This is an optimization exercise on Yosys and OpenROAD, whose aim is small area, a short achievable clock period and few clock cycles, not a production implementation.
The RTL was checked by simulation tests, not by an equivalence proof against the original design.
Power and IR drop assume default switching activity.

==> flow/design.v <==
`timescale 1ns/1ps
module mx_frame_tx (
    input  wire       clk,
    input  wire       rst,
    input  wire       cmd_valid,
    output wire       cmd_ready,
    input  wire [7:0] cmd_len,
    input  wire       in_valid,
    output wire       in_ready,
    input  wire [7:0] in_data,
    output reg        w_valid,
    input  wire       w_ready,
    output reg  [7:0] w_data,
    output reg        w_last,
    output reg        rej
);
    localparam integer M    = 5;
    localparam integer MAXF = 160;
    localparam [7:0] SENT_END   = 8'h00;
    localparam [7:0] SENT_BEGIN = 8'h01;
    localparam [7:0] SENT_ENC   = 8'hFE;
    localparam [31:0] FNV_OFFSET = 32'h811C9DC5;
    function [31:0] fnv_up;
        input [31:0] h;
        input [7:0]  b;
        reg   [31:0] x, r0, r1, r2, r3, r4, r5;
        reg   [31:0] s1, c1, s2, c2, s3, c3, s4, c4;
        begin
            x  = h ^ {24'd0, b};
            r0 = x;       r1 = x << 1;  r2 = x << 4;
            r3 = x << 7;  r4 = x << 8;  r5 = x << 24;
            s1 = r0 ^ r1 ^ r2;  c1 = ((r0 & r1) | (r0 & r2) | (r1 & r2)) << 1;
            s2 = r3 ^ r4 ^ r5;  c2 = ((r3 & r4) | (r3 & r5) | (r4 & r5)) << 1;
            s3 = s1 ^ c1 ^ s2;  c3 = ((s1 & c1) | (s1 & s2) | (c1 & s2)) << 1;
            s4 = s3 ^ c3 ^ c2;  c4 = ((s3 & c3) | (s3 & c2) | (c3 & c2)) << 1;
            fnv_up = s4 + c4;
        end
    endfunction
    function [7:0] b64_sym;
        input [5:0] v;
        begin
            if (v < 6'd26)       b64_sym = 8'h41 + {2'b00, v};
            else if (v < 6'd52)  b64_sym = 8'h61 + {2'b00, v} - 8'd26;
            else if (v < 6'd62)  b64_sym = 8'h30 + {2'b00, v} - 8'd52;
            else if (v == 6'd62) b64_sym = 8'h2B;
            else                 b64_sym = 8'h2F;
        end
    endfunction
    function is_sent;
        input [7:0] b;
        begin
            is_sent = (b == SENT_END) || (b == SENT_BEGIN) || (b == SENT_ENC);
        end
    endfunction
    reg  [7:0]  rem;      
    reg  [4:0]  sn;       
    reg         pend;     
    reg         lact;     
    reg  [2:0]  lplen;    
    reg  [2:0]  lidx;     
    reg  [7:0]  lhdr;     
    reg  [7:0]  lpay [0:M-1];
    wire lfull = lact && (lidx == lplen);
    wire take;            
    wire lstart = pend && (!lact || take);
    assign cmd_ready = !pend && !(lact && !lfull);
    assign in_ready  = lact && (lidx != lplen);
    wire       rem_le5 = (rem <= 8'd5);
    wire [2:0] rem_p   = rem_le5 ? rem[2:0] : 3'd5;
    always @(posedge clk) begin
        if (in_valid && in_ready)
            lpay[lidx] <= in_data;
    end
    always @(posedge clk) begin
        if (rst) begin
            rem   <= 8'd0;
            sn    <= 5'd0;
            pend  <= 1'b0;
            lact  <= 1'b0;
            lplen <= 3'd0;
            lidx  <= 3'd0;
            lhdr  <= 8'd0;
            rej   <= 1'b0;
        end else begin
            rej <= 1'b0;
            if (cmd_valid && cmd_ready) begin
                if (cmd_len > MAXF) begin
                    rej <= 1'b1;
                end else begin
                    rem  <= cmd_len;
                    sn   <= 5'd0;
                    pend <= 1'b1;
                end
            end
            if (lstart) begin
                lact  <= 1'b1;
                lplen <= rem_p;
                lidx  <= 3'd0;
                lhdr  <= {rem_le5, sn == 5'd0, 1'b0, sn};
                rem   <= rem - {5'd0, rem_p};
                sn    <= sn + 5'd1;
                pend  <= !rem_le5;
            end else begin
                if (take)
                    lact <= 1'b0;
                if (in_valid && in_ready) begin
                    lidx <= lidx + 3'd1;
                    if (is_sent(in_data)) lhdr[5] <= 1'b1;
                end
            end
        end
    end
    reg         eact;     
    reg         ebin;     
    reg         efe;      
    reg  [3:0]  cnt;      
    reg  [47:0] sreg;     
    reg  [31:0] hash;
    reg  [1:0]  ph;       
    reg  [5:0]  lo;       
    reg         eq;       
    reg  [7:0] sb;
    always @(*) begin
        case (cnt)
        4'd0:    sb = 8'd0;
        4'd1:    sb = hash[23:16] ^ hash[31:24];
        4'd2:    sb = hash[15:8];
        4'd3:    sb = hash[7:0];
        default: sb = sreg[47:40];
        endcase
    end
    wire hashing = (cnt >= 4'd4);
    reg  [5:0] sv;
    reg  [5:0] lo_n;
    always @(*) begin
        case (ph)
        2'd0:    begin sv = sb[7:2];            lo_n = {sb[1:0], 4'd0}; end
        2'd1:    begin sv = {lo[5:4], sb[7:4]}; lo_n = {sb[3:0], 2'd0}; end
        2'd2:    begin sv = {lo[5:2], sb[7:6]}; lo_n = sb[5:0];         end
        default: begin sv = lo;                 lo_n = lo;              end
        endcase
    end
    wire t_end  = (cnt == 4'd1);
    wire b_end  = (ph == 2'd3) && (cnt == 4'd0);
    wire c_end  = ebin ? (!efe && b_end) : t_end;
    wire adv    = eact && w_ready;
    wire consume = adv && (ebin ? (!efe && ph != 2'd3 && cnt != 4'd0) : 1'b1);
    assign take = lfull && (!eact || (adv && c_end));
    always @(*) begin
        w_valid = eact;
        w_last  = 1'b0;
        if (!ebin) begin
            w_data = sb;
            w_last = t_end;
        end else if (efe) begin
            w_data = SENT_ENC;
        end else begin
            w_data = eq ? 8'h3D : b64_sym(sv);
            w_last = b_end;
        end
    end
    always @(posedge clk) begin
        if (rst) begin
            eact <= 1'b0;
            ebin <= 1'b0;
            efe  <= 1'b0;
            cnt  <= 4'd0;
            sreg <= 48'd0;
            hash <= FNV_OFFSET;
            ph   <= 2'd0;
            lo   <= 6'd0;
            eq   <= 1'b0;
        end else begin
            if (consume) begin
                cnt  <= cnt - 4'd1;
                sreg <= {sreg[39:0], 8'd0};
                if (hashing)
                    hash <= fnv_up(hash, sreg[47:40]);
                else if (t_end)
                    hash <= FNV_OFFSET;
            end
            if (adv && ebin) begin
                if (efe) begin
                    efe <= 1'b0;
                end else begin
                    ph <= ph + 2'd1;
                    lo <= lo_n;
                    if (cnt == 4'd0 && (ph == 2'd1 || ph == 2'd2))
                        eq <= 1'b1;
                end
            end
            if (take) begin
                eact <= 1'b1;
                ebin <= lhdr[5];
                efe  <= lhdr[5];
                cnt  <= {1'b0, lplen} + 4'd4;
                sreg <= {lhdr, lpay[0], lpay[1], lpay[2], lpay[3], lpay[4]};
                ph   <= 2'd0;
                eq   <= 1'b0;
            end else if (adv && c_end) begin
                eact <= 1'b0;
            end
        end
    end
endmodule
clock: 10.0 ns
lec_check: 0
cap_margin: 20
core_margin: 2
core_utilization: 40
slew_margin: 20
run.sh (not shown) runs the stock make flow with config.mk's settings and CLKGATE_MAP_FILE= SYNTH_SCRIPT=/design/flow/synth_recipe.tcl, a recipe that flattens the netlist after the stock synthesis.
Testbench counts at the start, summed over its fixed seeds: cycles 23,712.
Edit:
--- a/flow/design.v
+++ b/flow/design.v
@@ -23,17 +23,10 @@
     function [31:0] fnv_up;
         input [31:0] h;
         input [7:0]  b;
-        reg   [31:0] x, r0, r1, r2, r3, r4, r5;
-        reg   [31:0] s1, c1, s2, c2, s3, c3, s4, c4;
+        reg   [31:0] x;
         begin
-            x  = h ^ {24'd0, b};
-            r0 = x;       r1 = x << 1;  r2 = x << 4;
-            r3 = x << 7;  r4 = x << 8;  r5 = x << 24;
-            s1 = r0 ^ r1 ^ r2;  c1 = ((r0 & r1) | (r0 & r2) | (r1 & r2)) << 1;
-            s2 = r3 ^ r4 ^ r5;  c2 = ((r3 & r4) | (r3 & r5) | (r4 & r5)) << 1;
-            s3 = s1 ^ c1 ^ s2;  c3 = ((s1 & c1) | (s1 & s2) | (c1 & s2)) << 1;
-            s4 = s3 ^ c3 ^ c2;  c4 = ((s3 & c3) | (s3 & c2) | (c3 & c2)) << 1;
-            fnv_up = s4 + c4;
+            x = h ^ {24'd0, b};
+            fnv_up = x * 32'h01000193;
         end
     endfunction
     function [7:0] b64_sym;
=> Power is higher by 80%; routed wire length is higher by 12%; sequential power is higher by about 2%; clock skew is higher by 0.0034 ns; worst setup slack is worse by 0.43 ns; area after synthesis is higher by 17%; cell area is higher by 15%; non-clock buffer count is higher by 1; cell count is higher by 16%; core utilization is lower by 0.65 points; global-route usage is lower by 0.93 points; die area is higher by 17%; worst hold slack stays flat.
Testbench counts after the change, summed over its fixed seeds: cycles 23,712.

afterwards: timing with drivers on the ports:
The flow's constraints put no driver on any port. The routed layouts listed below were extracted and timed again, unchanged, in two steps.
Step 1 (the two cells are an assumption about what drives the block):
set clk [get_ports {clk}]
set_driving_cell -lib_cell sky130_fd_sc_hd__clkbuf_16 $clk
set_driving_cell -lib_cell sky130_fd_sc_hd__buf_2 [delete_from_list [all_inputs] $clk]
Step 2 moves the port delays by t, midway between the first and last clock arrival at a register: inputs arrive t later, outputs are due t later. That takes back most of the time a late clock gives input paths.
Slacks: ideal / step 1 / step 2; pairs: ideal / step 1.
run	t (ns)	setup WS [ns]	worst register clock-pin slew, ns	pins driven straight from the clock port
the first run	0.472	3.656 / 3.608 / 4.080	0.08 / 0.08	1
the second run	0.483	3.228 / 3.179 / 3.663	0.08 / 0.08	1
After both steps setup and hold are still met in every run listed.
